What follows belongs to an exercise in optimizing a design on an open flow for small area, a short achievable clock period and few clock cycles; a production flow would make more cautious choices. Only simulation tests tie the RTL to the original design; equivalence was not proved. Power figures rest on the tool's default switching activity, not on a simulated workload.

Setup of v6:
==> flow/design.v (excerpt) <==
module frame_block (
    input  wire        clk,
    input  wire        rst,
    input  wire        in_valid,
    input  wire [7:0]  in_data,
    output wire        in_ready,
    output wire        ovf,
    output wire        res_valid,
    input  wire        res_ack,
    output wire [3:0]  res_err,
    output wire [7:0]  res_dlen,
    output wire [31:0] res_msg_id,
    output wire [7:0]  res_ch_off,
    output wire [7:0]  res_ch_len,
    output wire [7:0]  res_ct_off,
    output wire [7:0]  res_ct_len,
    output wire [7:0]  res_pl_off,
    output wire [15:0] res_pl_len,
    output wire [31:0] res_crc_expected,
    output wire [31:0] res_crc_actual,
    input  wire [6:0]  rd_addr,
    output wire [7:0]  rd_data
);
Settings: LEC_CHECK=0, CAP_MARGIN=30, CORE_MARGIN=2, CORE_UTILIZATION=40, CTS_BUF_LIST=sky130_fd_sc_hd__clkbuf_8 sky130_fd_sc_hd__clkbuf_16, CTS_CLUSTER_DIAMETER=80, CTS_CLUSTER_SIZE=20, PLACE_DENSITY=0.75, SETUP_SLACK_MARGIN=4, SLEW_MARGIN=30, SYNTH_HIERARCHICAL=1, SYNTH_MINIMUM_KEEP_SIZE=0; clock period 9.0 ns.
standard.sh (not shown) runs the stock make flow with config.mk's settings and CLKGATE_MAP_FILE= SYNTH_SCRIPT=/design/flow/synth_recipe.tcl, a recipe that flattens the netlist after the stock synthesis.
==> flow/flow/run.sh <==
#!/bin/bash
# The standard layout (standard.sh: standard synthesis, floorplan, place,
# CTS, route), with one change: buffer_ports makes the port buffers from the
# smallest buffer cell instead of the cell it picks by itself. Repair still
# resizes the buffers on critical ports. The full make output goes to
# standard_flow.log; ORFS's per-step logs stay under orfs/logs/.
set -euo pipefail
export BUFFER_PORTS_ARGS="-buffer_cell sky130_fd_sc_hd__buf_1"
bash standard.sh finish > standard_flow.log 2>&1
Testbench counts of v6, summed over its fixed seeds: cycles 12,749.
Here is what was changed in the inputs of v7 compared with v6.
-- flow/design.v --
<<< v6, line 286
            hi_tgt[ti*4 +: 4] = kh - ti[3:0];
    end
    wire [7:0]  lo_hot, sp_hot;
    wire [15:0] hi_hot;
    frame_block_hot u_hot (
        .al(al), .ah(ah), .kl(kl), .lo_tgt(lo_tgt), .hi_tgt(hi_tgt),
        .lo_hot(lo_hot), .hi_hot(hi_hot), .sp_hot(sp_hot)
    );
    wire [CAP*8-1:0] ring_flat;
>>> v7, line 286
            hi_tgt[ti*4 +: 4] = kh - ti[3:0];
    end
    wire [7:0]  lo_hot;
    wire [15:0] hi_hot;
    frame_block_hot u_hot (
        .al(al), .ah(ah), .kl(kl), .lo_tgt(lo_tgt), .hi_tgt(hi_tgt),
        .lo_hot(lo_hot), .hi_hot(hi_hot)
    );
    wire [CAP*8-1:0] ring_flat;
<<< v6, line 299
        end
    endgenerate
    wire [63:0] sp_flat = {ch_len, msg_id, 8'h00, decl_lo, 8'h01};
    wire [7:0]  rd_mux;
    frame_block_rdsel u_rdsel (
        .lo_hot(lo_hot), .hi_hot(hi_hot), .slots(ring_flat),
        .sp_hot(sp_hot), .sp(sp_flat), .q(rd_mux)
    );
    assign in_ready         = !(pending && collecting) &&
>>> v7, line 299
        end
    endgenerate
    wire [7:0]  rd_mux;
    frame_block_rdsel u_rdsel (
        .lo_hot(lo_hot), .hi_hot(hi_hot), .slots(ring_flat), .q(rd_mux)
    );
    assign in_ready         = !(pending && collecting) &&
<<< v6, line 329
    input  wire [63:0] hi_tgt,
    output reg  [7:0]  lo_hot,
    output reg  [15:0] hi_hot,
    output reg  [7:0]  sp_hot
);
    wire       bor = (al > kl);
    wire       nz  = (ah != 4'd0);
    reg [15:0] e;
    integer    i;
    always @(*) begin
        for (i = 0; i < 8; i = i + 1) begin
            lo_hot[i] = (al == lo_tgt[i*3 +: 3]);
            sp_hot[i] = !nz && (al == i[2:0]);
        end
        for (i = 0; i < 16; i = i + 1)
            e[i] = (ah == hi_tgt[i*4 +: 4]);
        for (i = 0; i < 16; i = i + 1)
            hi_hot[i] = nz && (bor ? e[(i + 1) % 16] : e[i]);
    end
endmodule
>>> v7, line 327
    input  wire [63:0] hi_tgt,
    output reg  [7:0]  lo_hot,
    output reg  [15:0] hi_hot
);
    wire       bor = (al > kl);
    reg [15:0] e;
    integer    i;
    always @(*) begin
        for (i = 0; i < 8; i = i + 1)
            lo_hot[i] = (al == lo_tgt[i*3 +: 3]);
        for (i = 0; i < 16; i = i + 1)
            e[i] = (ah == hi_tgt[i*4 +: 4]);
        for (i = 0; i < 16; i = i + 1)
            hi_hot[i] = bor ? e[(i + 1) % 16] : e[i];
    end
endmodule
<<< v6, line 351
    input  wire [15:0]   hi_hot,
    input  wire [1023:0] slots,
    input  wire [7:0]    sp_hot,
    input  wire [63:0]   sp,
    output reg  [7:0]    q
);
>>> v7, line 345
    input  wire [15:0]   hi_hot,
    input  wire [1023:0] slots,
    output reg  [7:0]    q
);
<<< v6, line 359
    always @(*) begin
        q = 8'h00;
        for (i = 0; i < 8; i = i + 1)
            q = q | ({8{sp_hot[i]}} & sp[i * 8 +: 8]);
        for (h = 0; h < 16; h = h + 1) begin
            grp = 8'h00;
>>> v7, line 351
    always @(*) begin
        q = 8'h00;
        for (h = 0; h < 16; h = h + 1) begin
            grp = 8'h00;
==> comparison <==
- v7 ran to completion and came out clean on the timing, design-rule and antenna checks.
- Total of hold buffers inserted after clock tree synthesis: v7 vs v6 identical
- Of v6 and v7, the higher gate count after technology mapping belongs to v6.
- v7 vs. v6: portion of the clock cycle consumed by the worst path in the final layout went up by 0.29 points.
- Comparing v6 and v7, peak ir drop on the vdd network is higher on v7.
- The clock network power on v7 is in line with that on v6.
- Summary of v7 over v6: routed wire length shrank by 7.3%; worst setup slack shrank by 0.026 ns.
- Comparing v6 against v7, there is no change at all in critical path depth.
- NOTE top achievable clock speed v6->v7 decreased slightly
- Final area ends up lower on v7.
- | wire length of the first global-routing pass | v7 vs v6 | better |
- Count of cells along the worst hold path came out exactly the same in v6 and v7.
- Compared with v6, v7 shows maximum fanout along the worst path higher by 56.
Testbench counts of v7, summed over its fixed seeds: cycles 12,749.

==> afterwards: timing with drivers on the ports <==
Ports are ideal in the flow. The routed layouts listed here were re-timed in OpenROAD. Step 1 sets driving cells, clkbuf_16 on the clock port and buf_2 on the other inputs (assumed; they add their load-dependent delay and slew). Step 2, shift: input delay + t, output delay - t, t = (earliest + latest rising clock arrival at the registers) / 2. This alone moves slack from input paths to output paths. Slacks: ideal / step 1 / step 2; pairs: ideal / step 1.
| run | t, ns | slack for setup (ns) | slew at the worst register clock pin (ns) | cell pins on the clock port's net |
|---|---|---|---|---|
| v6 | 0.707 | 2.889 / 2.799 / 2.799 | 0.09 / 0.09 | 1 |
| v7 | 0.701 | 2.863 / 2.804 / 2.804 | 0.09 / 0.09 | 1 |
After both steps every run listed still meets setup and hold. The setup slack of v6, which loses most, moves by -0.090 ns with the drivers and by -0.090 ns with both steps.
